This design comes from an exercise in tuning for small area, a short achievable clock period and few clock cycles on the open sky130 flow, not from production work. Where RTL was checked, it was by simulation tests only, not by an equivalence proof against the original. Function not checked in runs 1, 2 and 6: the RTL went through the layout flow alone. Power and IR drop assume default switching activity.

==> flow/design.v <==
module lufft_rx (
    input  wire        clk,
    input  wire        rst,
    input  wire        start,
    input  wire [2:0]  mode,
    input  wire [15:0] len,
    input  wire [7:0]  ecmd,
    input  wire [7:0]  ever,
    output wire        idle,
    input  wire        in_valid,
    input  wire [7:0]  in_data,
    output wire        in_ready,
    output wire        pay_valid,
    output wire [7:0]  pay_data,
    output reg         ent_valid,
    output wire [63:0] ent_value,
    output wire        ent_recog,
    output wire [1:0]  ent_kind,
    output reg         done,
    output reg  [7:0]  res_err,
    output wire [7:0]  res_len,
    output wire [63:0] res_value,
    output wire        res_recog,
    output wire [1:0]  res_kind
);
    function [15:0] crc_step(input [15:0] c, input [7:0] b);
        integer i;
        reg [15:0] r;
        reg [7:0]  d;
        begin
            r = c;
            d = b;
            for (i = 0; i < 8; i = i + 1) begin
                if (r[0] ^ d[0]) r = (r >> 1) ^ 16'h8408;
                else             r = r >> 1;
                d = d >> 1;
            end
            crc_step = r;
        end
    endfunction
    reg        idle_r;        
    reg        rdy;           
    reg        first;         
    reg        rep;           
    reg [2:0]  md;
    reg [7:0]  x_cmd, x_ver;
    reg        ill, nod, lerr;
    reg [15:0] rem;           
    reg [7:0]  iq;            
    reg        iv;
    reg        f0q;           
    reg [2:0]  hidx;          
    reg [39:0] hb;            
    reg [2:0]  dd;            
    reg        pre;           
    reg [3:0]  fpos;          
    reg [15:0] crc;
    reg        clo, chi;      
    reg [2:0]  ecode;         
    reg [7:0]  plen;          
    reg        pshort;        
    reg [8:0]  mk;            
    reg        pwin;          
    reg [3:0]  ej;            
    reg        ine, ebeg;     
    reg [7:0]  erem;          
    reg [7:0]  m_left;        
    reg        sgn;
    reg        recog;
    reg [1:0]  kind;
    reg [63:0] val;
    wire act  = ~idle_r;
    wire acc  = start & idle_r;
    wire xfer = in_valid & rdy & act;
    wire rem1 = (rem == 16'd1);
    wire done_d = act & ((xfer & rem1) | (first & (ill | nod)));
    assign idle     = idle_r;
    assign in_ready = rdy;
    wire nv   = iv & act & ~rep;
    wire h6   = nv & (hidx == 3'd6);
    wire       remhi = |rem[15:9];
    wire [9:0] e     = {1'b0, rem[8:0]} - {2'b0, iq} - 10'd5;
    wire       lerr6 = (iq < 8'd2) || (!remhi && e[9]);
    wire       d_z   = !remhi && (e == 10'd0);
    wire       d_sm  = !remhi && !e[9] && (e[9:3] == 7'd0) && (e[2:0] != 3'd0) && (e[2:0] != 3'd7);
    wire       d_7   = !remhi && (e == 10'd7);
    wire       d_big = !d_z && !d_sm && !d_7;    
    wire       rst_f = h6 && !d_z;       
    wire [8:0] f0pos = {1'b0, plen} + 9'd14;
    wire       f0in  = (hidx == 3'd7) && !remhi && (rem[8:0] == f0pos);
    wire       f0hit = pre && f0q;
    wire       rp_on = rep && (hidx >= dd);
    wire [7:0] pb    = rep ? ((hidx == 3'd6) ? plen + 8'd2 : hb[7:0]) : iq;
    wire       fp    = (nv && (!pre || f0hit)) || rp_on;
    wire       pp    = fp && pwin;
    wire rem_ge3 = (|rem[15:2]) || (rem[1:0] == 2'd3);
    wire rem2    = (rem == 16'd2);
    wire rem4    = (rem == 16'd4);
    wire hi_now = nv && rem1;
    wire hi_ok  = hi_now ? (iq == crc[15:8]) : chi;
    reg        hbad;
    reg [2:0]  hcode;
    always @(*) begin
        hbad  = 1'b0;
        hcode = 3'd0;
        case (fpos)
            4'd0: begin hbad = (pb != 8'h01); hcode = 3'd2; end
            4'd1: begin hbad = (pb != 8'h10); hcode = 3'd3; end
            4'd7: begin hbad = (pb != 8'h02); hcode = 3'd4; end
            4'd8: begin hbad = (pb != x_cmd); hcode = 3'd5; end
            4'd9: begin hbad = (pb != x_ver); hcode = 3'd6; end
            default: ;
        endcase
    end
    wire m1 = (md == 3'd1), m2 = (md == 3'd2), m3 = (md == 3'd3), m4 = (md == 3'd4);
    wire known = (pb[7:3] == 5'b00010);
    reg [7:0] wp1;    
    always @(*) begin
        case (pb[2:0])
            3'd0, 3'd1:       wp1 = 8'd2;
            3'd2, 3'd3:       wp1 = 8'd3;
            3'd4, 3'd5, 3'd6: wp1 = 8'd5;
            default:          wp1 = 8'd9;
        endcase
    end
    wire tg    = pp && (ej == 4'd2) && (m1 || (m2 && ine));
    wire sbyte = pp && m2 && ebeg && (m_left != 8'd0);
    wire eend  = pp && m2 && ine && (erem == 8'd1);
    wire tagbad = known && (m1 ? (plen != wp1 + 8'd2) : (erem != wp1));
    wire perr  = (sbyte && (pb < 8'd2)) || (tg && tagbad);
    wire       inv   = (ej >= 4'd3) && (ej <= 4'd10);
    wire       vw    = pp && inv && (((m1 || (m2 && ine)) && recog) ||
                                     (m3 && ej == 4'd3) || (m4 && ej <= 4'd5));
    wire [2:0] vj    = ej[2:0] - 3'd3;
    wire       fill  = vw && sgn && pb[7];
    wire       vclr  = tg && !known;
    integer k;
    always @(posedge clk) begin
        ent_valid <= 1'b0;
        done      <= done_d;
        first     <= 1'b0;
        if (rdy) begin
            iq  <= in_data;
            iv  <= in_valid & act;
            f0q <= f0in;
        end
        if (xfer) rem <= rem - 16'd1;
        if (nv && hidx != 3'd7) hidx <= hidx + 3'd1;
        if (nv && hidx != 3'd0 && hidx < 3'd6) hb <= {iq, hb[39:8]};
        if (fp && fpos != 4'd10) fpos <= fpos + 4'd1;
        if (fp && rem_ge3) crc <= crc_step(crc, pb);
        if (fp && ecode == 3'd0 && hbad) ecode <= hcode;
        if (perr && ecode == 3'd0) ecode <= 3'd7;
        if (nv && rem2) clo <= (iq == crc[7:0]);
        if (hi_now)     chi <= (iq == crc[15:8]);
        if (nv && mk != 9'd0) begin
            mk <= mk - 9'd1;
            if (mk == 9'd1 && iq != 8'h03) lerr <= 1'b1;
        end
        if (f0hit && nv) pre <= 1'b0;
        if (h6) begin
            plen <= iq - 8'd2;
            mk   <= {1'b0, iq} + 9'd2;
            dd   <= e[2:0];
            case (md)
                3'd1:       pshort <= (iq < 8'd5);
                3'd2, 3'd3: pshort <= (iq < 8'd4);
                3'd4:       pshort <= (iq < 8'd6);
                default:    pshort <= 1'b0;
            endcase
            if (lerr6) lerr <= 1'b1;
            if (rst_f) begin
                fpos  <= 4'd0;
                crc   <= 16'hFFFF;
                ecode <= 3'd0;
            end
            if (!lerr6 && d_sm) begin
                rep  <= 1'b1;
                rdy  <= 1'b0;
                hidx <= 3'd1;
            end
            if (!lerr6 && d_big) pre <= 1'b1;
        end
        if (rep) begin
            hb   <= {iq, hb[39:8]};
            hidx <= hidx + 3'd1;
            if (hidx == 3'd6) begin
                rep  <= 1'b0;
                rdy  <= 1'b1;
                hidx <= 3'd7;
            end
        end
        if (fp && fpos == 4'd9) begin
            pwin <= (plen != 8'd0);
            ej   <= (m3 || m4) ? 4'd2 : 4'd0;
            ine  <= 1'b0;
            ebeg <= 1'b0;
            sgn  <= 1'b0;
        end
        if (pp) begin
            if (rem4) pwin <= 1'b0;
            if (ej != 4'd15) ej <= ej + 4'd1;
            if (m2 && !ine && !ebeg && ej == 4'd1) begin
                m_left <= pb;
                ebeg   <= 1'b1;
            end
            if (sbyte) begin
                erem <= pb;
                ej   <= 4'd1;
                ine  <= 1'b1;
                ebeg <= 1'b0;
            end
            if (m2 && ine) erem <= erem - 8'd1;
            if (eend) begin
                ine       <= 1'b0;
                ebeg      <= 1'b1;
                m_left    <= m_left - 8'd1;
                ent_valid <= 1'b1;
            end
        end
        if (tg) begin
            recog <= known;
            kind  <= (pb == 8'h16) ? 2'd1 : (pb == 8'h17) ? 2'd2 : 2'd0;
            sgn   <= known && pb[0] && !(pb[2] && pb[1]);
        end
        for (k = 0; k < 8; k = k + 1) begin
            if (vclr || (vw && vj <= k))
                val[k*8 +: 8] <= (vw && vj == k) ? pb : {8{fill}};
        end
        if (ill)                    res_err <= 8'h30;
        else if (nod)               res_err <= 8'h01;
        else if (lerr)              res_err <= 8'h10;
        else if (!(clo && hi_ok))   res_err <= 8'h11;
        else if (ecode != 3'd0)     res_err <= {5'b00010, ecode};
        else if (pshort || (m2 && m_left != 8'd0)) res_err <= 8'h17;
        else                        res_err <= 8'h00;
        if (acc) begin
            idle_r <= 1'b0;
            first  <= 1'b1;
            md     <= mode;
            x_cmd  <= ecmd;
            x_ver  <= ever;
            rem    <= len;
            ill    <= mode[2] & (mode[1] | mode[0]);
            nod    <= (len == 16'd0);
            lerr   <= (len < 16'd14);
            hidx   <= 3'd0;
            fpos   <= 4'd0;
            pre    <= 1'b0;
            crc    <= 16'hFFFF;
            ecode  <= 3'd0;
            mk     <= 9'd0;
            pwin   <= 1'b0;
        end
        if (done_d) idle_r <= 1'b1;
        if (rst) begin
            idle_r    <= 1'b1;
            rdy       <= 1'b1;
            rep       <= 1'b0;
            first     <= 1'b0;
            done      <= 1'b0;
            ent_valid <= 1'b0;
            iv        <= 1'b0;
        end
    end
    assign pay_valid = iv & pwin;
    assign pay_data  = iq;
    assign ent_value = val;
    assign ent_recog = recog;
    assign ent_kind  = kind;
    assign res_len   = plen;
    assign res_value = val;
    assign res_recog = recog;
    assign res_kind  = kind;
endmodule
==> flow/run.sh <==
#!/bin/bash
# synth_recipe.tcl (not shown) runs the flow's synth.tcl, then flattens the netlist and writes it again
# the make line also repeats each setting of config.mk as NAME=value (left out here)
make -C /OpenROAD-flow-scripts/flow DESIGN_CONFIG=/design/flow/config.mk WORK_HOME=/design/flow/orfs CLKGATE_MAP_FILE= SYNTH_SCRIPT=/design/flow/synth_recipe.tcl finish
==> flow/config.mk <==
export PLATFORM = sky130hd
export DESIGN_NAME = lufft_rx
export DESIGN_NICKNAME = lufft_rx
export VERILOG_FILES = /design/flow/design.v
export SDC_FILE = /design/flow/constraint.sdc
export NUM_CORES = 4
export LEC_CHECK = 0
export CAP_MARGIN = 20
export CORE_MARGIN = 2
export CORE_UTILIZATION = 40
export SLEW_MARGIN = 20
==> flow/constraint.sdc <==
create_clock -name core_clock -period 8.5 [get_ports {clk}]
set_input_delay 1.7000 -clock core_clock [delete_from_list [all_inputs] [get_ports {clk}]]
set_output_delay 1.7000 -clock core_clock [all_outputs]
set_load 0.01 [all_outputs]
==> results of run 1 <==
cell usage after synthesis (all sizes together), types with 6 or more instances:
master	n
o31a	6
a211oi	10
clkbuf	33
o31ai	6
nor3	25
inv	63
o211ai	12
nor4	17
o21bai	16
a21oi	50
or4	6
a31o	6
a31oi	12
nor3b	7
nand4	20
or3	8
and3	8
xor2	26
xnor2	78
buf	83
and2	11
a22oi	7
nand3b	6
ha	50
a21o	9
edfxtp	183
nand2b	12
nand2	91
nor2	94
nand3	38
nor2b	8
o21a	6
mux2i	12
dfxtp	57
o21ai	98
how the worst max path moves through the flow:
stage             from       to  cells after the start
2_1_floorplan    iq[1]      rdy                     13
3_3_place_gp     start  fpos[1]                      7
3_5_place_dp     start  fpos[1]                      7
4_1_cts        hidx[0]  val[16]                      8
5_1_grt        hidx[0]  val[28]                      8
6_report       hidx[0]  val[24]                      8
final cells by class:
type | count | area [µm²] | area share, %
Timing Repair Buffer | 220 | 2170 | 13.7
Tap cell | 402 | 503 | 3.19
Clock inverter | 14 | 155 | 0.983
Clock buffer | 32 | 694 | 4.40
Multi-Input combinational cell | 815 | 5380 | 34.1
Inverter | 65 | 244 | 1.55
Sequential cell | 240 | 6640 | 42.1
per-layer routing:
layer | wire length [µm] | vias up | share of wire [%] | GRT usage, %
met4 | 648 | 0 | 1.9 | 4.54
met3 | 2140 | 49 | 6.3 | 2.54
met2 | 16700 | 339 | 49 | 35.7
li1 | - | 4675 | - | -
met5 | 0 | - | 0 | 0
met1 | 14500 | 4574 | 43 | 24.8
through the flow:
stage	worst slack, ps	utilization [%]	hold WS [ps]
3_5_place_dp	4120	47.1	405
6_report	4540	49.7	413
4_1_cts	4530	49.7	413
2_1_floorplan	5130	-	386
5_1_grt	4330	49.7	426
3_3_place_gp	4220	47.1	401
power breakdown:
| part | leakage, nW | total (mW) | switching (mW) | internal [mW] |
|---|---|---|---|---|
| Sequential | 2.01 | 1.31 | 0.0290 | 1.28 |
| Clock | 0.411 | 1.13 | 0.463 | 0.670 |
| Combinational | 3.17 | 0.290 | 0.165 | 0.125 |
| Total | 5.59 | 2.74 | 0.657 | 2.08 |
sequential cells by signal, indices dropped and copies added, names as in the netlist, 4 cells and up:
signal   flops
crc         16
ej           4
erem         8
fpos         4
hb          40
iq           8
m_left       8
mk           9
plen         8
rem         16
res_err      5
val         64
x_cmd        8
x_ver        8
placed cells by master (no fill, tap or decap), types with 9 or more instances in the layout:
cell             netlist  final
a21o_1                 9      9
o211ai_1              12     12
nor4_1                16     16
edfxtp_1             183    183
dfxtp_1               57     57
clkbuf_16              0     27
o21ai_1                7      9
xnor2_1               78     78
ha_1                  50     50
a31oi_1               12     12
buf_4                 73     14
nand3_1               38     38
nand4_1               20     20
a211oi_1               9      9
nor2_1                94     94
nand2b_1              12     12
o21bai_1              16     16
mux2i_1               12     12
and2_1                11     11
o21ai_0               90     88
inv_1                 62     62
a21oi_1               50     50
xor2_1                26     26
nor3_1                25     25
nand2_1               90     90
clkdlybuf4s50_1        0    206
logic make-up after synthesis:
family	count (synthesis)	share of synthesized area (%)
XOR/XNOR	107	7.54
adder cells (fa/ha/maj)	51	4.98
buffers and inverters	181	7.44
AND/OR/NAND/NOR	364	13.9
multiplexers	13	1.01
flip-flops	240	51.2
AO/OA/AOI/OAI	277	13.9
other	1	0.0289
==> out/qor.yml, run 1 <==
yosysSeqAreaShare_pct: 51.2
rsz0062_at_grt: "false"
fin_cells: 1788
grt_max_degree: 41
path_cells: "inv_1, ha_1, and3_1, o31ai_1, o21ai_2, o2111ai_1, o21ai_1, o21ai_0"
grt_pass1_wl_mm: 51.5
wirelength_mm: 34.0
n_antenna_cell: 0
grt_overflow_total: 0
top_level_ports: 210
hold_viol: 0
path_buf_inv: 1
end_kind: "register"
cts-root-buf: "clkbuf_16"
cts_resized: 0
synth.largest_area_cell: "edfxtp_1"
synth.top_cells.by_area: "edfxtp_1 42%, dfxtp_1 8.8%, xnor2_1 5.3%"
cpPeakStageDelay_ps: 580
post-dp-hpwl_mm: 25.0
synth_edf_count: 183
cts_buffer_depth: 3
slew_headroom_pct: 27.3
gr-usage-all-layers_pct: 19.7
drive_above_1_share_pct: 5.41
critPathTopFamily: "compound AO/OA/AOI/OAI gates"
min_period_over_period_pct: 46.6
rr_worst_depth: 8
grt_pass1_vias: 9100
p_per_area_nw_per_um2: 173
worstHoldStart: "hb[29]"
drtIter0Drc: 660
coreArea_um2: 31700
async_flop_share_pct: 0
hold_path.class: "reg2reg"
synth_cells: 1234
tns_ps: 0
clock_sink_count: 240
cts_setup_buffers: 0
ys_types: 86
antenna_found_initial: 0
critPathRequiredTime_ps: 8630
ys_warn_count: 1
fin_skew_ps: 20.0
post_dp_cell_area_um2: 14900
initial_utilization_pct: 40.9
worstPathMaxFanout: 11
die_area_um2: 33900
synth_top_cell_area_share_pct: 42.4
hold_buffers: 0
synthFlopType: "edfxtp_1"
slowest_stage: "o21ai_1"
hold_depth: 0
start_kind: "register"
worstSkewPairLatency_ps: 540
worstReg2RegStart: "hidx[0]"
ant_nets: 0
area_growth_pct: 21.6
via_per_inst: 5.39
fill_cells: 2888
fmaxAchievable_mhz: 252
holdPathEnd: "hb[21]"
avgSynthCellArea_um2: 10.5
drtPass1Iterations: 6
critPathKind: "reg2reg"
arrival_ps: 4100
avgRoutedWirePerCell_um: 19.0
worst_pin_slew_ps: 1080
status: "finished clean"
setup-violations-final: 0
rrSetupSlack_ps: 4540
placement_rows: 65
place_congestion: 0.865
leakage_nw: 5.59
nets: 1466
dp_cells: 1742
cts_buffers: 26
drv_slew: 0
post-route-cell-area_um2: 15800
r2r-end: "val[24]"
place.port_buffers: 206
vias: 9637
die_x_um: 184
p_total_mw: 2.74
drc: 0
maxCapViolations: 0
synth-seq-cells: 240
syn_area_um2: 13000
clk_pin_slew_ps: 70
fp.dieH_um: 184
max-vdd-ir-drop_mv: 0.144
cts_max_level: 1
min_period_ps: 3960
cts_tree: "done"
==> inputs of run 2 (changes only) <==
--- a/flow/config.mk
+++ b/flow/config.mk
@@ -9,3 +9,4 @@
 export CORE_MARGIN = 2
-export CORE_UTILIZATION = 40
+export CORE_UTILIZATION = 60
+export SETUP_SLACK_MARGIN = 5
 export SLEW_MARGIN = 20
==> out/qor.yml, run 2 <==
synth_compound_area_share_pct: 13.9  # unchanged
clkPwrFrac_pct: 38.6  # -2.8 points
critPathRequiredTime_ps: 6800  # -1830 ps
synth-adder-area-share_pct: 4.98  # unchanged
multi_input_area_um2: 5530  # +2.8%
slowest_stage: "clkdlybuf4s50_1"
pwr-share-comb_pct: 11.9  # +1.3 points
clk_pin_slew_ps: 60  # about the same
post-dp-hpwl_mm: 23.9  # -4.4%
holdPathEnd: "hb[16]"
arrival_ps: 1780  # -2320 ps
critPathKind: "reg2out"
grt_pass1_vias: 9298  # +2.2%
syn_area_um2: 13000  # unchanged
placement_rows: 53  # -18%
slew_headroom_pct: 23.8  # -3.5 points
r2r-end: "crc[13]"
post-synth-top-count-cell: "edfxtp_1"
path_cells: "buf_4, clkdlybuf4s50_1"
worstPathMaxFanout: 11  # unchanged
synth_mux_area_share_pct: 1.01  # unchanged
layout_common_cells: "206 x clkdlybuf4s50_1, 183 x edfxtp_1, 94 x nor2_1"
dp_cells: 1614  # -7.3%
synth.top_cells.by_area: "edfxtp_1 42%, dfxtp_1 8.8%, xnor2_1 5.3%"
coreArea_um2: 21100  # -34%
vias: 10200  # +5.6%
rr_worst_depth: 12  # +4
top_level_ports: 210  # unchanged
synth_xor_area_share_pct: 7.54  # unchanged
worst_pin_slew_ps: 1140  # +63.0 ps
place.port_buffers: 206  # unchanged
largestRegisters: "val: 64 flops, hb: 40 flops"
synth_top_cell_area_share_pct: 42.4  # unchanged
initial_utilization_pct: 61.5  # +21 points
worstHoldStart: "hb[24]"
synthFlopType: "edfxtp_1"
via_per_inst: 6.02  # +12%
status: "finished clean"
max-vdd-ir-drop_mv: 0.150  # +4.5%
path_buf_inv: 2  # +1
fmaxAchievable_mhz: 288  # +14%
largest_reg_flops: 64  # unchanged
synth_top_family_by_area: "compound AO/OA/AOI/OAI gates"
p_per_area_nw_per_um2: 166  # -4.1%
regMostFlops: "val"
cts-root-buf: "clkbuf_16"
drtPass1Iterations: 5  # -1
leakage_nw: 5.72  # +2.3%
post-route-cell-area_um2: 15900  # +0.92%
post_dp_cell_area_um2: 14800  # -1.1%
drtIter0Drc: 862  # +31%
antenna_found_initial: 0  # unchanged
rrSetupSlack_ps: 5100  # +560 ps
p_seq_share_pct: 49.5  # +1.5 points
critPathTopFamily: "buffers and inverters"
cts_max_level: 1  # unchanged
place_congestion: 0.887  # +2.6%
die_area_um2: 22800  # -33%
fin_skew_ps: 18.3  # -1.78 ps
met1_usage_pct: 39.7  # +15 points
gr-usage-all-layers_pct: 28.9  # +9.3 points
ys_types: 86  # unchanged
fp.dieH_um: 151  # -18%
cts_buffers: 25  # -3.8%
wirelength_mm: 33.7  # -0.73%
p_sw_share_pct: 24.8  # +0.78 points
synth.largest_area_cell: "edfxtp_1"
yosysSeqAreaShare_pct: 51.2  # unchanged
rsz0062_at_grt: "true"
grt_pass1_wl_mm: 50.7  # -1.6%
hold_buffers: 0  # unchanged
worstSkewPairLatency_ps: 530  # about the same
avgSynthCellArea_um2: 10.5  # unchanged
cts_buffer_depth: 3  # unchanged
n_antenna_cell: 0  # unchanged
cts_tree: "done"
min_period_over_period_pct: 40.9  # -5.7 points
ant_nets: 0  # unchanged
setup-violations-final: 0  # unchanged
end_kind: "output port"
drive_above_1_share_pct: 8.33  # +2.9 points
p_total_mw: 2.65  # -3.2%
tns_ps: 0  # unchanged
use_met2_pct: 48.0  # +12 points
hold_path.class: "reg2reg"
area_growth_pct: 22.8
drc: 0  # unchanged
synth_edf_count: 183  # unchanged
hold_viol: 0  # unchanged
fin_cells: 1691  # -5.4%
maxCapViolations: 0  # unchanged
die_x_um: 151  # -18%
internal-power_mw: 1.99  # -4.2%
register_area_um2: 6640  # about the same
p_sw_uw: 657  # about the same
synth-seq-cells: 240  # unchanged
clock_sink_count: 240  # unchanged
hold_depth: 0  # unchanged
worstReg2RegStart: "rem[1]"
fill_cells: 1510  # -48%
nets: 1496  # +2.0%
min_period_ps: 3480  # -484 ps
final_common_cell: "clkdlybuf4s50_1"
synthSimpleGateAreaFrac_pct: 13.9  # unchanged
cpPeakStageDelay_ps: 590  # about the same
synth_cells: 1234  # unchanged
async_flop_share_pct: 0  # unchanged
drv_slew: 0  # unchanged
grt_util_met3_pct: 4.13  # +1.6 points
synthTopCellsByCount: "183 x edfxtp_1, 94 x nor2_1, 90 x nand2_1, 90 x o21ai_0, 78 x xnor2_1"
grt_max_degree: 57  # +39%
grt_overflow_total: 0  # unchanged
top_usage_layer: "met2"
ys_warn_count: 1  # unchanged
avgRoutedWirePerCell_um: 20.0  # +5.0%
start_kind: "register"
cp.depth: 2  # -6
## run 2: area by class of cell
type,instances,share of cell area (%)
Timing Repair Buffer,249,15.1
Multi-Input combinational cell,817,34.7
Clock buffer,29,4.02
Clock inverter,16,0.723
Inverter,65,1.56
Tap cell,275,2.16
Sequential cell,240,41.7
## run 2: worst max-delay path by stage
stage            from           to  slack [ps]
2_1_floorplan   iq[1]          rdy        5130
3_3_place_gp    start      crc[15]        4380
3_5_place_dp    start       crc[3]        4360
4_1_cts        rem[1]       crc[3]        5000
5_1_grt        rem[1]      fpos[1]        4980
6_report        iq[1]  pay_data[1]        5020
## run 2: stage by stage
step           setup slack, ps  hold slack (ps)  util (%)
6_report                  5020              418      75.5
3_3_place_gp              4380              400      70.0
4_1_cts                   5000              417      74.1
2_1_floorplan             5130              386         -
5_1_grt                   4980              422      75.5
3_5_place_dp              4360              405      70.0
## run 2: what timing repair did
action                                  CTS  global route
gates resized for setup                  17            17
cloned                                    0             2
endpoints found under the setup margin  113           131
pin swaps                                 1             8
buffers inserted                          5            25
## run 2: routing by layer
metal | routed length (µm) | vias to the layer above
met5 | 0 | -
met3 | 2800 | 65
met1 | 14100 | 4892
met4 | 818 | 0
met2 | 16000 | 480
li1 | - | 4736
## run 2: power groups by stage
stage | logic, mW | registers [mW] | clock network, mW
2_1_floorplan | 0.197 | 1.33 | 0
3_3_place_gp | 0.282 | 1.33 | 0
3_5_place_dp | 0.285 | 1.34 | 0
4_1_cts | 0.293 | 1.31 | 1.03
5_1_grt | 0.344 | 1.31 | 1.07
6_report | 0.315 | 1.31 | 1.02
## run 2: logic make-up after synthesis
group,count (synthesis)
adders and majority gates,51
other,1
DFF,240
muxes,13
and+or+nand+nor,364
xor gates and xnor gates,107
AOI/OAI and AO/OA,277
buffers and inverters,181
==> inputs of run 3 (changes only) <==
--- a/flow/design.v
+++ b/flow/design.v
@@ -50,3 +50,2 @@
     reg        iv;
-    reg        f0q;           
     reg [2:0]  hidx;          
@@ -85,11 +84,9 @@
     wire       d_sm  = !remhi && !e[9] && (e[9:3] == 7'd0) && (e[2:0] != 3'd0) && (e[2:0] != 3'd7);
-    wire       d_7   = !remhi && (e == 10'd7);
-    wire       d_big = !d_z && !d_sm && !d_7;    
+    wire       d_big = !d_z && !d_sm;    
     wire       rst_f = h6 && !d_z;       
-    wire [8:0] f0pos = {1'b0, plen} + 9'd14;
-    wire       f0in  = (hidx == 3'd7) && !remhi && (rem[8:0] == f0pos);
-    wire       f0hit = pre && f0q;
+    wire [8:0] f0pos = {1'b0, plen} + 9'd13;
+    wire       f0hit = pre && !remhi && (rem[8:0] == f0pos);
     wire       rp_on = rep && (hidx >= dd);
     wire [7:0] pb    = rep ? ((hidx == 3'd6) ? plen + 8'd2 : hb[7:0]) : iq;
-    wire       fp    = (nv && (!pre || f0hit)) || rp_on;
+    wire       fp    = (nv && (!pre || f0hit) && !rst_f) || rp_on;
     wire       pp    = fp && pwin;
@@ -142,5 +139,4 @@
         if (rdy) begin
-            iq  <= in_data;
-            iv  <= in_valid & act;
-            f0q <= f0in;
+            iq <= in_data;
+            iv <= in_valid & act;
         end
--- a/flow/config.mk
+++ b/flow/config.mk
@@ -9,4 +9,3 @@
 export CORE_MARGIN = 2
-export CORE_UTILIZATION = 60
-export SETUP_SLACK_MARGIN = 5
+export CORE_UTILIZATION = 40
 export SLEW_MARGIN = 20
==> out/qor.yml, run 3 <==
avgRoutedWirePerCell_um: 18.6  # -7.0%
worst_pin_slew_ps: 1050  # -88.8 ps
arrival_ps: 5720  # +3940 ps
syn_area_um2: 13100  # +1.3%
fmaxAchievable_mhz: 180  # -37%
end_kind: "register"
path_buf_inv: 1  # -1
critPathRequiredTime_ps: 8670  # +1870 ps
rsz0062_at_grt: "false"
whs_ps: 419  # +1.01 ps
wirelength_mm: 34.7  # +2.9%
worstPathMaxFanout: 62  # +51
clock_sink_count: 239  # -0.42%
fin_skew_ps: 22.9  # +4.59 ps
gr-usage-all-layers_pct: 19.9  # -9.0 points
largest_reg_flops: 64  # unchanged
synth.top_cells.by_area: "edfxtp_1 42%, dfxtp_1 8.7%, xnor2_1 5.1%"
min_period_ps: 5550  # +2070 ps
grt_max_degree: 63  # +11%
post-dp-hpwl_mm: 25.2  # +5.4%
slew_headroom_pct: 29.8  # +6.0 points
vias: 9990  # -1.8%
n_antenna_cell: 0  # unchanged
hold_viol: 0  # unchanged
drv_slew: 0  # unchanged
start_kind: "register"
synthTopCellsByCount: "182 x edfxtp_1, 116 x nor2_1, 107 x a21oi_1"
cpPeakStageDelay_ps: 690  # +100 ps
drtIter0Drc: 658  # -24%
synth_cells: 1295  # +4.9%
grt_pass1_wl_mm: 53.1  # +4.6%
ant_nets: 0  # unchanged
via_per_inst: 5.34  # -11%
path_cells: "inv_1, ha_1, ha_1, fa_1, a211o_1, a31oi_1, mux2i_1, or2_1, o21ai_2, a21o_1, nand3_4, or2_1, o21ai_1"
max-vdd-ir-drop_mv: 0.154  # +2.1%
cts_tree: "done"
initial_utilization_pct: 40.5  # -21 points
min_period_over_period_pct: 65.3  # +24 points
hold_buffers: 0  # unchanged
grt_overflow_total: 0  # unchanged
synth_top_cell_area_share_pct: 41.6  # -0.78 points
worstSkewPairLatency_ps: 550  # +20 ps
coreArea_um2: 32500  # +54%
cts_buffer_depth: 3  # unchanged
grt_pass1_vias: 9443  # +1.6%
drtPass1Iterations: 5  # unchanged
fin_util_pct: 49.2  # -26 points
final_common_cell: "clkdlybuf4s50_1"
setup-violations-final: 0  # unchanged
tns_ps: 0  # unchanged
status: "finished clean"
place.port_buffers: 206  # unchanged
critPathTopFamily: "compound AO/OA/AOI/OAI gates"
cts_max_level: 1  # unchanged
async_flop_share_pct: 0  # unchanged
drive_above_1_share_pct: 5.74  # -2.6 points
avgSynthCellArea_um2: 10.1  # -3.5%
leakage_nw: 5.64  # -1.4%
fp.dieH_um: 185  # +23%
cts_setup_buffers: 0  # -5
largestRegisters: "val: 64 flops, hb: 40 flops"
area_growth_pct: 21.6
p_per_area_nw_per_um2: 176  # +5.9%
place_congestion: 0.880  # -0.85%
placement_rows: 66  # +25%
critPathKind: "reg2reg"
top_level_ports: 210  # unchanged
ys_types: 76  # -12%
synth_edf_count: 182  # -0.55%
die_x_um: 185  # +23%
cts-root-buf: "clkbuf_16"
regMostFlops: "val"
cts_resized: 0  # -17
clk_pin_slew_ps: 60  # about the same
die_area_um2: 34300  # +50%
synth-seq-cells: 239  # -0.42%
hold_path.class: "reg2reg"
synth.largest_area_cell: "edfxtp_1"
layout_common_cells: "206 x clkdlybuf4s50_1, 182 x edfxtp_1, 116 x nor2_1"
drc: 0  # unchanged
yosysSeqAreaShare_pct: 50.3  # -0.89 points
post-synth-top-count-cell: "edfxtp_1"
ys_warn_count: 1  # unchanged
synthFlopType: "edfxtp_1"
slowest_stage: "edfxtp_1"
maxCapViolations: 0  # unchanged
nets: 1507  # +0.74%
cts_buffers: 27  # +8.0%
antenna_found_initial: 0  # unchanged
-- run 3: per-stage QoR --
| stage | std cells | instance area, µm² | power [mW] | worst slack, ps |
|---|---|---|---|---|
| 5_1_grt | 1870 | 16000 | 2.92 | 2610 |
| 3_3_place_gp | 1820 | 15100 | 1.64 | 3190 |
| 3_5_place_dp | 1820 | 15100 | 1.64 | 3040 |
| 4_1_cts | 1870 | 16000 | 2.84 | 3010 |
| 6_report | 1870 | 16000 | 2.81 | 2950 |
| 2_1_floorplan | 1297 | 13100 | 1.54 | 4070 |
-- run 3: cell families after synthesis --
logic type      synth area share [%]
simple gates                    15.2
xor+xnor                        7.27
buf+inv                         7.96
fa+ha+maj                       5.10
compound gates                  12.8
other cells                   0.0285
mux                             1.33
flops                           50.3
-- run 3: metal layers --
metal | share of wire [%] | track usage (%) | up-vias
met5 | 0 | 0 | -
met4 | 3.2 | 6.57 | 0
met3 | 6.3 | 3.09 | 77
met2 | 47 | 34.4 | 386
met1 | 44 | 25.5 | 4735
li1 | - | - | 4792
-- run 3: cell type report --
| class | count | area [µm²] |
|---|---|---|
| multi-input cells | 855 | 5500 |
| fillers | 3069 | 16500 |
| inverters | 64 | 241 |
| well taps | 442 | 553 |
| flip-flops and latches | 239 | 6610 |
| repair buffers | 220 | 2170 |
| clock buffers | 34 | 702 |
| clock inverters | 16 | 204 |
-- run 3: power by group --
group	internal [mW]	total [mW]	switching (mW)	leakage, nW
logic	0.130	0.305	0.175	3.21
clock network	0.710	1.19	0.482	0.429
registers	1.28	1.31	0.0359	2.00
-- run 3: worst paths after layout --
| kind | slack (ps) | from | cells after the start | endpoint |
|---|---|---|---|---|
| max | 2950 | iq[1] | 13 | val[20] |
| min reg2reg | 420 | hb[25] | 0 | hb[17] |
| max reg2reg | 2950 | iq[1] | 13 | val[20] |
| min | 420 | hb[25] | 0 | hb[17] |
Testbench counts of run 3, summed over its fixed seeds: cycles 15,909.
==> inputs of run 4 (changes only) <==
--- a/flow/design.v
+++ b/flow/design.v
@@ -50,2 +50,3 @@
     reg        iv;
+    reg        f0q;           
     reg [2:0]  hidx;          
@@ -84,9 +85,11 @@
     wire       d_sm  = !remhi && !e[9] && (e[9:3] == 7'd0) && (e[2:0] != 3'd0) && (e[2:0] != 3'd7);
-    wire       d_big = !d_z && !d_sm;    
+    wire       d_7   = !remhi && (e == 10'd7);
+    wire       d_big = !d_z && !d_sm && !d_7;    
     wire       rst_f = h6 && !d_z;       
-    wire [8:0] f0pos = {1'b0, plen} + 9'd13;
-    wire       f0hit = pre && !remhi && (rem[8:0] == f0pos);
-    wire       rp_on = rep && (hidx >= dd);
+    wire [8:0] f0pos = {1'b0, plen} + 9'd14;
+    wire       f0in  = (hidx == 3'd7) && !remhi && (rem[8:0] == f0pos);
+    wire       f0hit = pre && f0q;
+    wire       rp_on = rep && (dd == 3'd0);
     wire [7:0] pb    = rep ? ((hidx == 3'd6) ? plen + 8'd2 : hb[7:0]) : iq;
-    wire       fp    = (nv && (!pre || f0hit) && !rst_f) || rp_on;
+    wire       fp    = (nv && (!pre || f0hit)) || rp_on;
     wire       pp    = fp && pwin;
@@ -122,9 +125,9 @@
     end
-    wire tg    = pp && (ej == 4'd2) && (m1 || (m2 && ine));
+    wire tg    = pp && (ej == 4'd2) && ine;
     wire sbyte = pp && m2 && ebeg && (m_left != 8'd0);
-    wire eend  = pp && m2 && ine && (erem == 8'd1);
-    wire tagbad = known && (m1 ? (plen != wp1 + 8'd2) : (erem != wp1));
+    wire eend  = pp && ine && (erem == 8'd1);
+    wire tagbad = known && (erem != wp1);
     wire perr  = (sbyte && (pb < 8'd2)) || (tg && tagbad);
     wire       inv   = (ej >= 4'd3) && (ej <= 4'd10);
-    wire       vw    = pp && inv && (((m1 || (m2 && ine)) && recog) ||
+    wire       vw    = pp && inv && ((ine && recog) ||
                                      (m3 && ej == 4'd3) || (m4 && ej <= 4'd5));
@@ -139,4 +142,5 @@
         if (rdy) begin
-            iq <= in_data;
-            iv <= in_valid & act;
+            iq  <= in_data;
+            iv  <= in_valid & act;
+            f0q <= f0in;
         end
@@ -159,3 +163,3 @@
             mk   <= {1'b0, iq} + 9'd2;
-            dd   <= e[2:0];
+            dd   <= e[2:0] - 3'd1;
             case (md)
@@ -180,2 +184,3 @@
         if (rep) begin
+            if (dd != 3'd0) dd <= dd - 3'd1;
             hb   <= {iq, hb[39:8]};
@@ -191,3 +196,4 @@
             ej   <= (m3 || m4) ? 4'd2 : 4'd0;
-            ine  <= 1'b0;
+            ine  <= m1;
+            erem <= plen;
             ebeg <= 1'b0;
@@ -208,8 +214,8 @@
             end
-            if (m2 && ine) erem <= erem - 8'd1;
+            if (ine) erem <= erem - 8'd1;
             if (eend) begin
                 ine       <= 1'b0;
+                ent_valid <= m2;
                 ebeg      <= 1'b1;
                 m_left    <= m_left - 8'd1;
-                ent_valid <= 1'b1;
             end
==> flow/flow/run.sh (new file) <==
#!/bin/bash
# The standard ORFS flow, with the smallest buffer (buf_1) on the ports
# instead of the one buffer_ports picks by default.
set -euo pipefail
bash standard.sh BUFFER_PORTS_ARGS="-buffer_cell sky130_fd_sc_hd__buf_1" finish > standard.log 2>&1
==> flow/standard.sh (new file) <==
#!/bin/bash
# synth_recipe.tcl (not shown) runs the flow's synth.tcl, then flattens the netlist and writes it again
# the make line also repeats each setting of config.mk as NAME=value (left out here)
make -C /OpenROAD-flow-scripts/flow DESIGN_CONFIG=/design/flow/config.mk WORK_HOME=/design/flow/orfs CLKGATE_MAP_FILE= SYNTH_SCRIPT=/design/flow/synth_recipe.tcl "${@:-finish}"
--- a/flow/config.mk
+++ b/flow/config.mk
@@ -9,3 +9,4 @@
 export CORE_MARGIN = 2
-export CORE_UTILIZATION = 40
+export CORE_UTILIZATION = 60
+export SETUP_SLACK_MARGIN = 5
 export SLEW_MARGIN = 20
removed: flow/run.sh
==> out/qor.yml, run 4 <==
fin_ws_ps: 5160  # +2210 ps
maxCapViolations: 0  # unchanged
min_period_ps: 3340  # -2210 ps
place.port_buffers: 206  # unchanged
async_flop_share_pct: 0  # unchanged
min_period_over_period_pct: 39.3  # -26 points
dp_cells: 1628  # -11%
antenna_found_initial: 0  # unchanged
grt_max_degree: 59  # -6.3%
p_total_mw: 2.71  # -3.6%
cpPeakStageDelay_ps: 470  # -220 ps
drive_above_1_share_pct: 7.25  # +1.5 points
top_level_ports: 210  # unchanged
path_cells: "inv_1, ha_1, inv_1, ha_1, a211oi_2, o21bai_1, a2111oi_4, nand4_1, or3_4, nand4b_4, a21oi_2, o21a_1"
die_x_um: 151  # -19%
cts_max_level: 1  # unchanged
hold_buffers: 0  # unchanged
drtIter0Drc: 742  # +13%
fin_skew_ps: 8.76  # -14.1 ps
placement_rows: 53  # -20%
synthFlopType: "edfxtp_1"
grt_overflow_total: 0  # unchanged
synthTopCellsByCount: "172 x edfxtp_1, 106 x nand2_1, 91 x o21ai_0"
post-synth-top-count-cell: "edfxtp_1"
post-dp-hpwl_mm: 24.6  # -2.5%
clock_sink_count: 240  # +0.42%
leakage_nw: 5.32  # -5.6%
ant_nets: 0  # unchanged
met1_length_mm: 13.6  # -10%
yosysSeqAreaShare_pct: 50.6  # +0.30 points
hold_viol: 0  # unchanged
rsz0062_at_grt: "false"
p_per_area_nw_per_um2: 188  # +6.9%
n_antenna_cell: 0  # unchanged
post-route-cell-area_um2: 14400  # -9.9%
grt_pass1_vias: 9093  # -3.7%
syn_area_um2: 12900  # -1.8%
post-place-ws_ps: 4620  # +1580 ps
fp.dieH_um: 151  # -19%
cts_tree: "done"
grt_pass1_wl_mm: 50.8  # -4.3%
end_kind: "register"
vias: 9933  # -0.57%
synth_cells: 1249  # -3.6%
synth_top_cell_area_share_pct: 40.0  # -1.6 points
regMostFlops: "val"
initial_utilization_pct: 61.2  # +21 points
drtPass1Iterations: 5  # unchanged
worstSkewPairLatency_ps: 530  # -20 ps
avgSynthCellArea_um2: 10.3  # +1.8%
ys_warn_count: 1  # unchanged
synth.top_cells.by_area: "edfxtp_1 40%, dfxtp_1 11%, xnor2_1 5.8%"
slowest_stage: "edfxtp_1"
whs_ps: 416  # -2.99 ps
arrival_ps: 3820  # -1900 ps
gr-usage-all-layers_pct: 29.2  # +9.3 points
wirelength_mm: 33.4  # -3.7%
post_dp_cell_area_um2: 13400  # -11%
worstHoldStart: "hb[20]"
start_kind: "register"
drv_slew: 0  # unchanged
coreArea_um2: 21100  # -35%
worst_pin_slew_ps: 958  # -95.6 ps
tns_ps: 0  # unchanged
cts_buffers: 25  # -7.4%
final_common_cell: "buf_1"
nets: 1486  # -1.4%
status: "finished clean"
synth-seq-cells: 240  # +0.42%
top_layer_used: "met4"
die_area_um2: 22700  # -34%
max-vdd-ir-drop_mv: 0.189  # +23%
ys_types: 88  # +16%
clk_pin_slew_ps: 70  # about the same
avgRoutedWirePerCell_um: 19.9  # +7.1%
cts_buffer_depth: 3  # unchanged
wl_met2_mm: 16.3  # +0.48%
worstPathMaxFanout: 6  # -90%
fin_util_pct: 68.3  # +19 points
worstSetupStartpoint: "rem[2]"
largest_reg_flops: 64  # unchanged
wl_met3_mm: 2.38  # +8.3%
cts-root-buf: "clkbuf_16"
worstReg2RegStart: "rem[2]"
synth_edf_count: 172  # -5.5%
critPathKind: "reg2reg"
area_growth_pct: 11.6
synth.largest_area_cell: "edfxtp_1"
hold_path.class: "reg2reg"
fin_cells: 1681  # -10%
via_per_inst: 5.91  # +11%
place_congestion: 0.922  # +4.8%
fmaxAchievable_mhz: 299  # +66%
drc: 0  # unchanged
layout_common_cells: "206 x buf_1, 172 x edfxtp_1, 106 x nand2_1"
slew_headroom_pct: 36.0  # +6.2 points
setup-violations-final: 0  # unchanged
critPathRequiredTime_ps: 8980  # +310 ps
largestRegisters: "val: 64 flops, hb: 40 flops"
[run 4: cell types whose count changed after synthesis, moves of 7 or more]
cell	delta
a21oi_1	-59
xnor2_1	+9
edfxtp_1	-10
dfxtp_1	+11
nor2_1	-26
xor2_1	-19
nand2b_1	+12
nor4_1	+8
o21ai_0	+49
clkbuf_1	-26
nand2_1	+16
nand3_1	-19
o21a_1	+7
[run 4: cell type report]
cell class / instances / area (µm²)
clock buffer: 33 / 666
sequential: 240 / 6530
inverter: 67 / 254
tap: 275 / 344
fill: 1692 / 6690
timing repair buffer: 228 / 946
clock inverter: 13 / 193
multi-input combinational: 825 / 5470
[run 4: worst max-delay path: cells and delay by family, from the launching register on]
kind	cells	cell delay, ps
buf+inv	2	180
simple gates	3	820
flops	1	470
compound gates	5	1180
fa+ha+maj	2	640
[run 4: repair_timing]
action	in CTS	in global routing
hold endpoints to repair	0	0
setup endpoints to repair	156	149
pin swaps	0	3
buffers inserted	0	6
gates resized for setup	6	15
[run 4: final timing paths]
path             end  slack [ps]  depth (start not counted)
max          hidx[0]        5160                         12
min           hb[12]         420                          0
max reg2reg  hidx[0]        5160                         12
min reg2reg   hb[12]         420                          0
[run 4: cells by family (layout without fill, tap and decap cells)]
logic type,count (synthesis),after routing,share of synthesized area (%)
AND/OR/NAND/NOR,378,378,14.4
adder cells (fa/ha/maj),52,52,5.10
AO/OA/AOI/OAI,277,277,14.1
XOR/XNOR,100,100,6.85
buffers and inverters,186,341,7.76
multiplexers,15,15,1.17
flip-flops,240,240,50.6
other,1,3,0.0291
[run 4: power breakdown]
| part | internal (mW) | switching (mW) |
|---|---|---|
| Clock | 0.680 | 0.462 |
| Combinational | 0.107 | 0.160 |
| Sequential | 1.27 | 0.0287 |
[run 4: layer usage]
metal / up-vias / track usage [%]
met5: - / 0
met4: 0 / 10.2
met3: 79 / 4.36
met2: 424 / 50.2
met1: 4710 / 37.9
li1: 4720 / -
Testbench counts of run 4, summed over its fixed seeds: cycles 15,909.
==> inputs of run 5 (changes only) <==
==> flow/run.sh (new file) <==
#!/bin/bash
# synth_recipe.tcl (not shown) runs the flow's synth.tcl, then flattens the netlist and writes it again
# the make line also repeats each setting of config.mk as NAME=value (left out here)
make -C /OpenROAD-flow-scripts/flow DESIGN_CONFIG=/design/flow/config.mk WORK_HOME=/design/flow/orfs CLKGATE_MAP_FILE= SYNTH_SCRIPT=/design/flow/synth_recipe.tcl finish
removed: flow/flow/run.sh
removed: flow/standard.sh
==> out/qor.yml, run 5 <==
status: "finished clean"
vias: 10100  # +2.1%
ys_types: 88  # unchanged
synth_top_cell_area_share_pct: 40.0  # unchanged
post-dp-hpwl_mm: 25.0  # +1.9%
min_period_over_period_pct: 40.8  # +1.5 points
worstReg2RegStart: "rem[1]"
critPathTopFamily: "buffers and inverters"
p_per_area_nw_per_um2: 174  # -7.5%
placement_rows: 53  # unchanged
min_period_ps: 3470  # +126 ps
rr_worst_depth: 12  # unchanged
critPathKind: "reg2out"
worstHoldStart: "hb[9]"
p_sw_share_pct: 23.8  # -0.15 points
clock_sink_count: 240  # unchanged
antenna_found_initial: 0  # unchanged
area_growth_pct: 23.2
hold_depth: 0  # unchanged
grt_pass1_wl_mm: 51.4  # +1.1%
grt_pass1_vias: 9392  # +3.3%
die_area_um2: 22700  # unchanged
wirelength_mm: 34.2  # +2.3%
cts_buffers: 26  # +4.0%
synth_cells: 1249  # unchanged
final_common_cell: "clkdlybuf4s50_1"
maxCapViolations: 0  # unchanged
avgSynthCellArea_um2: 10.3  # unchanged
setup-violations-final: 0  # unchanged
path_buf_inv: 1  # -1
synth.largest_area_cell: "edfxtp_1"
path_cells: "clkdlybuf4s50_1"
synthFlopType: "edfxtp_1"
hold_viol: 0  # unchanged
synth-seq-cells: 240  # unchanged
whs_ps: 418  # +1.70 ps
internal-power_mw: 2.11  # +2.3%
tns_ps: 0  # unchanged
slew_headroom_pct: 34.5  # -1.5 points
drive_above_1_share_pct: 8.98  # +1.7 points
post-synth-top-count-cell: "edfxtp_1"
place_congestion: 0.920  # -0.22%
fp.dieH_um: 151  # unchanged
clk_pin_slew_ps: 60  # about the same
p_seq_share_pct: 47.1  # -0.9 points
p_total_mw: 2.77  # +2.1%
n_antenna_cell: 0  # unchanged
largestRegisters: "val: 64 flops, hb: 40 flops"
drc: 0  # unchanged
pwr-share-comb_pct: 10.4  # +0.6 points
max-vdd-ir-drop_mv: 0.178  # -6.0%
drtPass1Iterations: 5  # unchanged
cpPeakStageDelay_ps: 620  # +150 ps
rsz0062_at_grt: "false"
end_kind: "output port"
top_level_ports: 210  # unchanged
cts_buffer_depth: 3  # unchanged
syn_area_um2: 12900  # unchanged
place.port_buffers: 206  # unchanged
ys_warn_count: 1  # unchanged
cts_max_level: 1  # unchanged
ant_nets: 0  # unchanged
grt_overflow_total: 0  # unchanged
die_x_um: 151  # unchanged
holdPathEnd: "hb[1]"
regMostFlops: "val"
synth_edf_count: 172  # unchanged
synthTopCellsByCount: "172 x edfxtp_1, 106 x nand2_1, 91 x o21ai_0"
clkPwrFrac_pct: 42.5  # +0.4 points
layout_common_cells: "206 x clkdlybuf4s50_1, 172 x edfxtp_1, 105 x nand2_1"
fin_cells: 1701  # +1.2%
rrSetupSlack_ps: 5100  # -60 ps
gr-usage-all-layers_pct: 29.5  # +0.22 points
worstSkewPairLatency_ps: 540  # about the same
grt_max_degree: 41  # -31%
yosysSeqAreaShare_pct: 50.6  # unchanged
critPathRequiredTime_ps: 6800  # -2180 ps
largest_reg_flops: 64  # unchanged
cts_tree: "done"
synth.top_cells.by_area: "edfxtp_1 40%, dfxtp_1 11%, xnor2_1 5.8%"
avgRoutedWirePerCell_um: 20.1  # +1.1%
leakage_nw: 5.93  # +11%
hold_buffers: 0  # unchanged
worst_pin_slew_ps: 982  # +24.9 ps
async_flop_share_pct: 0  # unchanged
worstPathMaxFanout: 7  # +1
fmaxAchievable_mhz: 288  # -3.6%
slowest_stage: "clkdlybuf4s50_1"
drv_slew: 0  # unchanged
via_per_inst: 5.96  # +0.94%
initial_utilization_pct: 61.2  # unchanged
nets: 1505  # +1.3%
cts-root-buf: "clkbuf_16"
p_sw_uw: 660  # +1.5%
coreArea_um2: 21100  # unchanged
fin_skew_ps: 11.1  # +2.38 ps
drtIter0Drc: 831  # +12%
start_kind: "register"
dp_cells: 1629  # +0.061%
arrival_ps: 1770  # -2050 ps
hold_path.class: "reg2reg"
r2r-end: "rdy"
fill_cells: 1511  # -11%
-- run 5: cell counts after synthesis --
Identical to the previous run, type by type.
-- run 5: area by class of cell --
class	count	area [µm²]	share of cell area (%)
repair inverters	1	5.00	0.0315
multi-input cells	825	5480	34.5
well taps	275	344	2.16
clock inverters	16	206	1.30
inverters	67	255	1.61
clock buffers	32	693	4.36
flip-flops and latches	240	6530	41.1
repair buffers	245	2390	15.0
-- run 5: cells by family (layout without fill, tap and decap cells) --
| logic type | count (synthesis) | in the layout | synth area share, % |
|---|---|---|---|
| and+or+nand+nor | 378 | 378 | 14.4 |
| adders and majority gates | 52 | 52 | 5.10 |
| buffers and inverters | 186 | 361 | 7.76 |
| AOI/OAI and AO/OA | 277 | 277 | 14.1 |
| muxes | 15 | 15 | 1.17 |
| other | 1 | 3 | 0.0291 |
| DFF | 240 | 240 | 50.6 |
| xor gates and xnor gates | 100 | 100 | 6.85 |
-- run 5: layer usage --
layer  GRT usage [%]  share of wire (%)  vias up
met5               0                  0        -
met4            10.8                3.8        0
met3            4.00                7.6       87
met2            52.6                 50      492
met1            36.5                 39     4805
li1                -                  -     4762
-- run 5: worst reg2reg max path: stages, from the launching register on --
cell and delay (ps):
edfxtp_1 520, ha_1 340, ha_1 180, inv_1 60
fa_1 390, nor2b_2 190, o22ai_1 140, a2111oi_4 320
nand4_1 170, or3_1 380, nand4b_4 280, nand2_1 130
nand3_1 140
-- run 5: what timing repair did --
item                       in CTS  in global routing
resized for setup              10                 16
setup endpoints to repair      92                182
gates cloned                    0                  1
buffers inserted                8                 13
pin swaps                       0                  4
-- run 5: how the worst max path moves through the flow --
stage,startpoint,to,depth (start not counted)
final,plen[7],res_len[7],1
after global routing,iq[1],rdy,13
after CTS,rep,val[26],7
after detailed placement,iq[1],ecode[0],13
after global placement,iq[1],ecode[0],13
after floorplan,iq[1],hidx[1],14
-- run 5: through the flow --
step / setup WS (ps) / util [%] / instance area (µm²)
after CTS: 4930 / 74.5 / 15700
after detailed placement: 4360 / 69.7 / 14700
final: 5030 / 75.4 / 15900
after global routing: 4990 / 75.4 / 15900
after global placement: 4490 / 69.7 / 14700
after floorplan: 5210 / - / 12900
-- run 5: power groups by stage --
| stage | registers, mW | clock network, mW | logic [mW] |
|---|---|---|---|
| final | 1.30 | 1.18 | 0.288 |
| after global routing | 1.30 | 1.23 | 0.315 |
| after CTS | 1.30 | 1.19 | 0.276 |
| after detailed placement | 1.33 | 0 | 0.269 |
| after global placement | 1.33 | 0 | 0.267 |
| after floorplan | 1.32 | 0 | 0.187 |
==> inputs of run 6 (changes only) <==
--- a/flow/design.v
+++ b/flow/design.v
@@ -46,3 +46,3 @@
     reg [7:0]  x_cmd, x_ver;
-    reg        ill, nod, lerr;
+    reg        lerr;
     reg [15:0] rem;           
@@ -51,2 +51,7 @@
     reg        f0q;           
+    reg        c_lt2;         
+    reg        c_neg;         
+    reg        c_z;           
+    reg        c_le6;         
+    reg        c_7;           
     reg [2:0]  hidx;          
@@ -55,5 +60,5 @@
     reg        pre;           
-    reg [3:0]  fpos;          
+    reg [3:0]  pos;           
+    reg        hdone;         
     reg [15:0] crc;
-    reg        clo, chi;      
     reg [2:0]  ecode;         
@@ -63,3 +68,2 @@
     reg        pwin;          
-    reg [3:0]  ej;            
     reg        ine, ebeg;     
@@ -75,2 +79,4 @@
     wire rem1 = (rem == 16'd1);
+    wire ill  = md[2] & (md[1] | md[0]);
+    wire nod  = (rem == 16'd0);        
     wire done_d = act & ((xfer & rem1) | (first & (ill | nod)));
@@ -81,8 +87,13 @@
     wire       remhi = |rem[15:9];
-    wire [9:0] e     = {1'b0, rem[8:0]} - {2'b0, iq} - 10'd5;
-    wire       lerr6 = (iq < 8'd2) || (!remhi && e[9]);
-    wire       d_z   = !remhi && (e == 10'd0);
-    wire       d_sm  = !remhi && !e[9] && (e[9:3] == 7'd0) && (e[2:0] != 3'd0) && (e[2:0] != 3'd7);
-    wire       d_7   = !remhi && (e == 10'd7);
-    wire       d_big = !d_z && !d_sm && !d_7;    
+    wire [9:0] r6    = {1'b0, rem[8:0]} - 10'd6;
+    wire [9:0] sd    = r6 - {2'b0, in_data};
+    wire       s_neg = !remhi && sd[9];
+    wire       s_z   = !remhi && (sd == 10'd0);
+    wire       s_le6 = !remhi && (sd[9] || (sd[9:3] == 7'd0 && sd[2:0] != 3'd7));
+    wire       s_7   = !remhi && (sd == 10'd7);
+    wire       lerr6 = c_lt2 || c_neg || lerr;    
+    wire       d_z   = c_z;
+    wire       d_sm  = c_le6 && !c_z;
+    wire       d_7   = c_7;
+    wire       d_big = !c_le6 && !c_7;
     wire       rst_f = h6 && !d_z;       
@@ -95,7 +106,6 @@
     wire       pp    = fp && pwin;
-    wire rem_ge3 = (|rem[15:2]) || (rem[1:0] == 2'd3);
-    wire rem2    = (rem == 16'd2);
     wire rem4    = (rem == 16'd4);
-    wire hi_now = nv && rem1;
-    wire hi_ok  = hi_now ? (iq == crc[15:8]) : chi;
+    wire        crc_en = fp && (rem != 16'd0);
+    wire [15:0] crc_s  = crc_step(crc, pb);
+    wire        crc_ok = crc_en ? (crc_s == 16'd0) : (crc == 16'd0);
     reg        hbad;
@@ -105,8 +115,8 @@
         hcode = 3'd0;
-        case (fpos)
-            4'd0: begin hbad = (pb != 8'h01); hcode = 3'd2; end
-            4'd1: begin hbad = (pb != 8'h10); hcode = 3'd3; end
-            4'd7: begin hbad = (pb != 8'h02); hcode = 3'd4; end
-            4'd8: begin hbad = (pb != x_cmd); hcode = 3'd5; end
-            4'd9: begin hbad = (pb != x_ver); hcode = 3'd6; end
+        case ({hdone, pos})
+            5'd0: begin hbad = (pb != 8'h01); hcode = 3'd2; end
+            5'd1: begin hbad = (pb != 8'h10); hcode = 3'd3; end
+            5'd7: begin hbad = (pb != 8'h02); hcode = 3'd4; end
+            5'd8: begin hbad = (pb != x_cmd); hcode = 3'd5; end
+            5'd9: begin hbad = (pb != x_ver); hcode = 3'd6; end
             default: ;
@@ -125,3 +135,3 @@
     end
-    wire tg    = pp && (ej == 4'd2) && ine;
+    wire tg    = pp && (pos == 4'd2) && ine;
     wire sbyte = pp && m2 && ebeg && (m_left != 8'd0);
@@ -130,6 +140,6 @@
     wire perr  = (sbyte && (pb < 8'd2)) || (tg && tagbad);
-    wire       inv   = (ej >= 4'd3) && (ej <= 4'd10);
+    wire       inv   = (pos >= 4'd3) && (pos <= 4'd10);
     wire       vw    = pp && inv && ((ine && recog) ||
-                                     (m3 && ej == 4'd3) || (m4 && ej <= 4'd5));
-    wire [2:0] vj    = ej[2:0] - 3'd3;
+                                     (m3 && pos == 4'd3) || (m4 && pos <= 4'd5));
+    wire [2:0] vj    = pos[2:0] - 3'd3;
     wire       fill  = vw && sgn && pb[7];
@@ -145,2 +155,7 @@
             f0q <= f0in;
+            c_lt2 <= (in_data < 8'd2);
+            c_neg <= s_neg;
+            c_z   <= s_z;
+            c_le6 <= s_le6;
+            c_7   <= s_7;
         end
@@ -149,8 +164,6 @@
         if (nv && hidx != 3'd0 && hidx < 3'd6) hb <= {iq, hb[39:8]};
-        if (fp && fpos != 4'd10) fpos <= fpos + 4'd1;
-        if (fp && rem_ge3) crc <= crc_step(crc, pb);
+        if (fp && !hdone) pos <= pos + 4'd1;
+        if (crc_en) crc <= crc_s;
         if (fp && ecode == 3'd0 && hbad) ecode <= hcode;
         if (perr && ecode == 3'd0) ecode <= 3'd7;
-        if (nv && rem2) clo <= (iq == crc[7:0]);
-        if (hi_now)     chi <= (iq == crc[15:8]);
         if (nv && mk != 9'd0) begin
@@ -162,4 +175,4 @@
             plen <= iq - 8'd2;
+            dd   <= rem[2:0] - iq[2:0] - 3'd6;      
             mk   <= {1'b0, iq} + 9'd2;
-            dd   <= e[2:0] - 3'd1;
             case (md)
@@ -172,3 +185,3 @@
             if (rst_f) begin
-                fpos  <= 4'd0;
+                pos   <= 4'd0;
                 crc   <= 16'hFFFF;
@@ -193,5 +206,6 @@
         end
-        if (fp && fpos == 4'd9) begin
+        if (fp && !hdone && pos == 4'd9) begin
+            hdone <= 1'b1;
             pwin <= (plen != 8'd0);
-            ej   <= (m3 || m4) ? 4'd2 : 4'd0;
+            pos   <= (m3 || m4) ? 4'd2 : 4'd0;
             ine  <= m1;
@@ -203,4 +217,4 @@
             if (rem4) pwin <= 1'b0;
-            if (ej != 4'd15) ej <= ej + 4'd1;
-            if (m2 && !ine && !ebeg && ej == 4'd1) begin
+            if (pos != 4'd15) pos <= pos + 4'd1;
+            if (m2 && !ine && !ebeg && pos == 4'd1) begin
                 m_left <= pb;
@@ -210,3 +224,3 @@
                 erem <= pb;
-                ej   <= 4'd1;
+                pos   <= 4'd1;
                 ine  <= 1'b1;
@@ -234,3 +248,3 @@
         else if (lerr)              res_err <= 8'h10;
-        else if (!(clo && hi_ok))   res_err <= 8'h11;
+        else if (!crc_ok)           res_err <= 8'h11;
         else if (ecode != 3'd0)     res_err <= {5'b00010, ecode};
@@ -245,7 +259,6 @@
             rem    <= len;
-            ill    <= mode[2] & (mode[1] | mode[0]);
-            nod    <= (len == 16'd0);
             lerr   <= (len < 16'd14);
             hidx   <= 3'd0;
-            fpos   <= 4'd0;
+            pos    <= 4'd0;
+            hdone  <= 1'b0;
             pre    <= 1'b0;
==> flow/flow/run.sh (new file) <==
#!/bin/bash
set -euo pipefail
bash standard.sh BUFFER_PORTS_ARGS="-buffer_cell sky130_fd_sc_hd__buf_1" SETUP_SLACK_MARGIN=5.8 finish > standard.log 2>&1
==> flow/standard.sh (new file) <==
#!/bin/bash
# synth_recipe.tcl (not shown) runs the flow's synth.tcl, then flattens the netlist and writes it again
# the make line also repeats each setting of config.mk as NAME=value (left out here)
make -C /OpenROAD-flow-scripts/flow DESIGN_CONFIG=/design/flow/config.mk WORK_HOME=/design/flow/orfs CLKGATE_MAP_FILE= SYNTH_SCRIPT=/design/flow/synth_recipe.tcl "${@:-finish}"
removed: flow/run.sh
==> out/qor.yml, run 6 <==
status: "finished clean"
synth.largest_area_cell: "edfxtp_1"
critPathRequiredTime_ps: 8860  # +2060 ps
critPathKind: "in2reg"
regMostFlops: "val"
rr_worst_depth: 12  # unchanged
cp-endpoint: "c_7"
avgSynthCellArea_um2: 10.4  # +0.80%
drv_slew: 0  # unchanged
drive_above_1_share_pct: 27.9  # +19 points
slew_headroom_pct: 37.1  # +2.6 points
start_kind: "input port"
post-synth-top-count-cell: "edfxtp_1"
p_sw_share_pct: 23.6  # -0.22 points
grt_pass1_vias: 9489  # +1.0%
nets: 1540  # +2.3%
top_level_ports: 210  # unchanged
synth_edf_count: 174  # +1.2%
p_seq_share_pct: 46.2  # -0.9 points
clock_sink_count: 238  # -0.83%
p_per_area_nw_per_um2: 177  # +1.5%
die_area_um2: 22600  # -0.63%
tns_ps: 0  # unchanged
cp.depth: 12  # +11
n_antenna_cell: 0  # unchanged
max-vdd-ir-drop_mv: 0.197  # +11%
gr-usage-all-layers_pct: 29.1  # -0.34 points
synth-seq-cells: 238  # -0.83%
synth_cells: 1231  # -1.4%
rrSetupSlack_ps: 5520  # +420 ps
die_x_um: 150  # -0.32%
setup-violations-final: 0  # unchanged
placement_rows: 53  # unchanged
end_kind: "register"
via_per_inst: 5.89  # -1.2%
hold_viol: 0  # unchanged
cts_buffer_depth: 3  # unchanged
clkPwrFrac_pct: 42.8  # +0.3 points
grt_pass1_wl_mm: 50.8  # -1.1%
post-dp-hpwl_mm: 22.8  # -8.8%
cts_max_level: 1  # unchanged
grt_max_degree: 57  # +39%
worstPathMaxFanout: 3  # -4
async_flop_share_pct: 0  # unchanged
critPathTopFamily: "adder cells"
leakage_nw: 6.40  # +8.0%
internal-power_mw: 2.14  # +1.7%
worst_pin_slew_ps: 944  # -38.5 ps
path_buf_inv: 2  # +1
grt_overflow_total: 0  # unchanged
coreArea_um2: 21000  # -0.31%
layout_common_cells: "174 x edfxtp_1, 137 x clkbuf_2, 104 x nand2_1"
place.port_buffers: 206  # unchanged
synthTopCellsByCount: "174 x edfxtp_1, 114 x nand2_1, 82 x nor2_1"
synthFlopType: "edfxtp_1"
drtIter0Drc: 724  # -13%
place_congestion: 0.966  # +5.1%
cts_tree: "done"
synth_top_cell_area_share_pct: 40.8  # +0.73 points
maxCapViolations: 0  # unchanged
rsz0062_at_grt: "true"
ant_nets: 0  # unchanged
arrival_ps: 3930  # +2160 ps
initial_utilization_pct: 61.0  # -0.21 points
worstReg2RegStart: "rem[0]"
fp.dieH_um: 150  # -0.32%
ys_types: 83  # -5.7%
cts-root-buf: "clkbuf_16"
syn_area_um2: 12800  # -0.65%
fmaxAchievable_mhz: 280  # -2.8%
wirelength_mm: 34.3  # +0.41%
fin_skew_ps: 15.3  # +4.13 ps
min_period_over_period_pct: 42.0  # +1.2 points
antenna_found_initial: 0  # unchanged
area_growth_pct: 23.9
pwr-share-comb_pct: 10.9  # +0.5 points
drtPass1Iterations: 5  # unchanged
fill_cells: 1451  # -4.0%
min_period_ps: 3570  # +99.8 ps
clk_pin_slew_ps: 70  # about the same
yosysSeqAreaShare_pct: 50.7  # +0.17 points
largestRegisters: "val: 64 flops, hb: 40 flops"
p_sw_uw: 663  # +0.53%
synth.top_cells.by_area: "edfxtp_1 41%, dfxtp_1 10%, ha_1 4.4%"
vias: 10300  # +1.2%
cts_buffers: 26  # unchanged
ys_warn_count: 1  # unchanged
worstSetupStartpoint: "in_data[1]"
hold_path.class: "reg2reg"
largest_reg_flops: 64  # unchanged
avgRoutedWirePerCell_um: 19.7  # -2.0%
whs_ps: 413  # -5.40 ps
final_common_cell: "edfxtp_1"
r2r-end: "c_7"
drc: 0  # unchanged
cpPeakStageDelay_ps: 460  # -160 ps
path_cells: "buf_8, ha_4, inv_2, ha_4, fa_2, a21o_1, a21oi_2, o21bai_1, a21oi_2, xnor2_1, or4_4, nor4b_2"
slowest_stage: "or4_4"
worstSkewPairLatency_ps: 530  # about the same
## run 6: changes by cell type in the layout (fill, tap and decap cells not counted), sizes merged, moves of 15 or more
cell | before | now
xnor2 | 86 | 64
clkdlybuf4s50 | 206 | 0
buf | 38 | 173
a21oi | 49 | 65
xor2 | 14 | 29
clkbuf | 33 | 168
## run 6: how the worst min path moves through the flow
stage / from / endpoint / cells past startpoint
2_1_floorplan: hb[8] / hb[0] / 0
3_3_place_gp: hb[32] / hb[24] / 0
3_5_place_dp: hb[22] / hb[14] / 0
4_1_cts: hb[14] / hb[6] / 0
5_1_grt: hb[27] / hb[19] / 0
6_report: hb[14] / hb[6] / 0
## run 6: layout make-up
cell class,instances,area [µm²],area share [%]
sequential,238,6530,41.1
timing repair buffer,311,1950,12.3
clock buffer,30,697,4.39
multi-input combinational,805,5890,37.1
clock inverter,18,228,1.43
inverter,65,250,1.58
tap,275,344,2.17
## run 6: cell families after synthesis
kind of cell	Yosys count	share of synthesized area, %
AND/OR/NAND/NOR	379	14.6
AO/OA/AOI/OAI	265	13.5
other	1	0.0292
adder cells (fa/ha/maj)	46	4.55
multiplexers	14	1.11
XOR/XNOR	98	7.44
flip-flops	238	50.7
buffers and inverters	190	8.00
## run 6: routing by layer
metal,GRT usage (%),wire length (µm),part of all wire [%]
met3,4.91,2420,7.1
met2,49.1,16900,49
met4,13.0,1520,4.4
met5,0,0,0
met1,37.0,13500,39
## run 6: what timing repair did
item / CTS / global route
hold buffers: 0 / 0
cloned: 0 / 1
setup buffers: 63 / 27
pin swaps: 19 / 21
resized for setup: 103 / 196
setup endpoints to repair: 334 / 290
## run 6: power by group through the flow
stage                     sequential (mW)  combinational (mW)  clock [mW]
after floorplan                      1.31               0.194           0
after detailed placement             1.32               0.248           0
after global routing                 1.30               0.334        1.27
after global placement               1.32               0.242           0
after CTS                            1.30               0.286        1.22
final                                1.30               0.307        1.20
## run 6: stage by stage
stage | area, µm² | instances | setup slack, ps | utilization (%) | power (mW)
3_5_place_dp | 13400 | 1603 | 4250 | 63.7 | 1.57
5_1_grt | 15900 | 1742 | 4870 | 75.6 | 2.90
3_3_place_gp | 13400 | 1603 | 4310 | 63.7 | 1.57
6_report | 15900 | 1742 | 4930 | 75.6 | 2.81
2_1_floorplan | 13000 | 1233 | 4590 | - | 1.50
4_1_cts | 15200 | 1714 | 4940 | 72.3 | 2.80

[what the ideal ports hide]
In the flow no input, the clock included, has a driving cell. The finished layouts below were timed again as built, in two steps.
Step 1 assumes that a clkbuf_16 drives the clock port and a buf_2 every other input.
Step 2, shift: input delay + t, output delay - t, t = (earliest + latest rising clock arrival at the registers) / 2. This alone moves slack from input paths to output paths.
Slacks: no drivers / after step 1 / after step 2; pairs: no drivers / after step 1.
run | t (ns) | setup WS [ns] | latest minus earliest clock arrival (ns) | slew at the worst register clock pin (ns)
run 1 | 0.583 | 4.538 / 4.538 / 4.086 | 0.020 / 0.021 | 0.07 / 0.07
run 2 | 0.571 | 5.022 / 4.973 / 4.776 | 0.019 / 0.018 | 0.06 / 0.06
run 3 | 0.591 | 2.948 / 2.948 / 2.948 | 0.023 / 0.023 | 0.07 / 0.07
run 4 | 0.575 | 5.157 / 5.157 / 5.100 | 0.009 / 0.009 | 0.07 / 0.07
run 5 | 0.581 | 5.031 / 4.985 / 4.846 | 0.014 / 0.013 | 0.07 / 0.07
run 6 | 0.570 | 4.931 / 4.941 / 4.372 | 0.017 / 0.017 | 0.07 / 0.07
After both steps setup and hold are still met in every run listed. For run 6, which loses most, drivers alone change the setup slack by +0.010 ns; drivers and shift together by -0.559 ns.
